Context: an optimization exercise on an open-source flow, tuned for small area, a short achievable clock period and few clock cycles per item. The choices shown serve that exercise and are no tape-out recipe. In this exercise RTL edits were held to simulation tests only and were not proved equivalent to the original.

Design vorgen, start of the top module:
module vorgen (
    input  wire        clk,
    input  wire        rst,
    input  wire        node_we,
    input  wire [5:0]  node_idx,
    input  wire [9:0]  node_dx,
    input  wire [8:0]  node_dy,
    input  wire [2:0]  node_dp,
    input  wire        node_dc,
    input  wire [2:0]  node_da,
    input  wire        start,
    input  wire [9:0]  start_x,
    input  wire [8:0]  start_y,
    input  wire [17:0] start_len,
    output wire        idle,
    output wire        out_valid,
    input  wire        out_ready,
    output wire [7:0]  out_byte
);
Size: ~84 I/O pins, ~160000 µm² of cells after synthesis.
export LEC_CHECK = 0
export CAP_MARGIN = 20
export CORE_MARGIN = 2
export CORE_UTILIZATION = 40
export SLEW_MARGIN = 20
export SETUP_SLACK_MARGIN = 9
create_clock -name core_clock -period 14.0 [get_ports {clk}]
standard.sh (not shown) runs the stock make flow with config.mk's settings and CLKGATE_MAP_FILE= SYNTH_SCRIPT=/design/flow/synth_recipe.tcl, a recipe that flattens the netlist after the stock synthesis.
==> flow/flow/run.sh <==
#!/bin/bash
# Standard ORFS layout (the standard.sh, standard synthesis unchanged), with the
# timing repair asked to keep a setup margin so that the achieved period shrinks.
set -euo pipefail
cat >> config.mk <<'CFG'
export SETUP_SLACK_MARGIN = 9
CFG
bash standard.sh > standard_flow.log 2>&1
The starting point produced a clean layout.
Testbench counts at the start, summed over its fixed seeds: cycles 27,267, bytes 19,660.
Change:
--- a/flow/design.v
+++ b/flow/design.v
@@ -14,25 +14,24 @@
     input  wire [17:0] start_len,
     output wire        idle,
     output wire        out_valid,
     input  wire        out_ready,
     output wire [7:0]  out_byte
 );
     localparam N = 40;
     localparam S_IDLE  = 3'd0;
     localparam S_RUN   = 3'd1;    
     localparam S_SCAN  = 3'd2;    
     localparam S_EMIT  = 3'd3;    
     localparam S_DRAIN = 3'd4;    
-    localparam S_INIT  = 3'd5;    
     function automatic lexlt(input [20:0] a, input [5:0] ia, input [20:0] b, input [5:0] ib);
         reg [31:0] g, p;
         reg [25:0] x, y;
         integer    n, w;
         begin
             x = {a[19:0], ia};
             y = {b[19:0], ib};
             for (n = 0; n < 32; n = n + 1) begin
                 g[n] = (n < 26) ? (~x[n % 26] & y[n % 26]) : 1'b0;
                 p[n] = (n < 26) ? (~x[n % 26] | y[n % 26]) : 1'b1;
             end
             for (w = 16; w >= 1; w = w / 2)
@@ -199,25 +198,25 @@
     wire [12:0] s_x6 = s_x4 + s_x2;
     wire [12:0] s_x8 = {s_x, 3'b0};
     wire p_ju  = !pv_ok[0] || lexlt(c_v2, c_idx, pv_v[0], pv_i[0]);
     wire p_jw  = !pv_ok[1] || lexlt(c_v2, c_idx, pv_v[1], pv_i[1]);
     wire p_uw  = !pv_ok[1] || (pv_ok[0] && lexlt(pv_v[0], pv_i[0], pv_v[1], pv_i[1]));
     wire p_ins = c_ok && (p_ju || p_jw);
     wire p_slot = p_uw;
     wire w_ju  = !w_ok[0] || lexlt(c_v1, c_idx, w_v[0], w_i[0]);
     wire w_jw  = !w_ok[1] || lexlt(c_v1, c_idx, w_v[1], w_i[1]);
     wire w_uw  = !w_ok[1] || (w_ok[0] && lexlt(w_v[0], w_i[0], w_v[1], w_i[1]));
     wire w_ins = c_ok && (w_ju || w_jw);
     wire w_slot = w_uw;
-    wire scan_busy = any_beat || f_ok || h_ok || g_ok;
+    wire scan_busy = any_beat || f_ok || h_ok || g_ok || c_ok;
     wire [20:0] pb_s0 = pb_v[0] - {9'd0, pv_x[0], 2'b0};
     wire [20:0] pb_s1 = pb_v[1] - {9'd0, pv_x[1], 2'b0};
     wire        kp_ok = p_slot ? pv_ok[0] : pv_ok[1];
     wire [20:0] kp_v  = p_slot ? pn_v[0] : pn_v[1];
     wire [5:0]  kp_i  = p_slot ? pv_i[0] : pv_i[1];
     wire        kp_far = kp_ok && lexlt(cn_v, c_idx, kp_v, kp_i);
     wire [20:0] pw_v0 = pv_v[0] - {10'd0, pv_x[0], 1'b0};
     wire [20:0] pw_v1 = pv_v[1] - {10'd0, pv_x[1], 1'b0};
     wire        pb_01 = lexlt(pb_v[0], pv_i[0], pb_v[1], pv_i[1]);
     integer k;
     always @(posedge clk) begin
         for (k = 0; k < N; k = k + 1) begin
@@ -291,40 +290,38 @@
             scan_set <= {N{1'b0}};
             any_beat <= 1'b0;
             init     <= 1'b0;
         end else begin
             if (node_we && idle_q)
                 valid <= 1'b0;
             case (state)
                 S_IDLE: begin
                     if (start) begin
                         idle_q    <= 1'b0;
                         remaining <= start_len;
                         last      <= (start_len == 18'd1);
-                        xe        <= start_x;
-                        yc        <= start_y;
-                        at_end    <= (start_x == 10'd798);
-                        if (valid && start_x == xe && start_y == yc)
+                        if (valid && start_x == xe && start_y == yc) begin
                             state <= S_RUN;
-                        else
-                            state <= S_INIT;
-                    end
-                end
-                S_INIT: begin
-                    init     <= 1'b1;
-                    scan_set <= {N{1'b1}};
+                        end else begin
+                            xe       <= start_x;
+                            yc       <= start_y;
+                            at_end   <= (start_x == 10'd798);
+                            init     <= 1'b1;
+                            scan_set <= {N{1'b1}};
                     any_beat <= 1'b1;
-                    pv_ok[0] <= 1'b0; pv_ok[1] <= 1'b0;
-                    w_ok[0]  <= 1'b0; w_ok[1]  <= 1'b0;
-                    state    <= S_SCAN;
+                            pv_ok[0] <= 1'b0; pv_ok[1] <= 1'b0;
+                            w_ok[0]  <= 1'b0; w_ok[1]  <= 1'b0;
+                            state    <= S_SCAN;
+                        end
+                    end
                 end
                 S_RUN: begin
                     if (any_beat) begin
                         init     <= 1'b0;
                         state    <= S_SCAN;
                     end
                 end
                 S_SCAN: begin
                     if (!scan_busy)
                         state <= S_EMIT;
                 end
                 default: ;
Effect:
- The changed run completed without violations
- setup slack is worse by 0.63 ns
- register-to-register slack is worse by 0.63 ns
- via count went down by 0.68%
- routed wire length went down by 3.2%
- first-iteration DRC count went up by 13%
- hold slack is better by 0.013 ns
Testbench counts after the change, summed over its fixed seeds: cycles 27,946, bytes 19,660.

[static timing again, ports no longer ideal]
No port has a modelled driver above. Below, the same layouts with a new extraction and two added sets of constraints.
Step 1 assumes that a clkbuf_16 drives the clock port and a buf_2 every other input.
Step 2 adds t to the input delays and takes it off the output delays; t is the mean of the earliest and latest rising clock arrival at the registers after step 1. Input paths then give back, and output paths get back, about the clock's delay inside the block.
a / b / c = no drivers / after step 1 / after step 2; a / b = the first two.
run	t (ns)	slack for setup (ns)	hold WS [ns]	worst slew at a driven data input, ns
the first run	1.064	8.779 / 8.779 / 8.284	0.313 / 0.313 / 0.313	0.08
the second run	1.058	8.152 / 8.152 / 7.311	0.326 / 0.326 / 0.326	0.15
After both steps setup and hold are still met in every run listed. The setup slack of the second run, which loses most, moves by 0.000 ns with the drivers and by -0.841 ns with both steps.
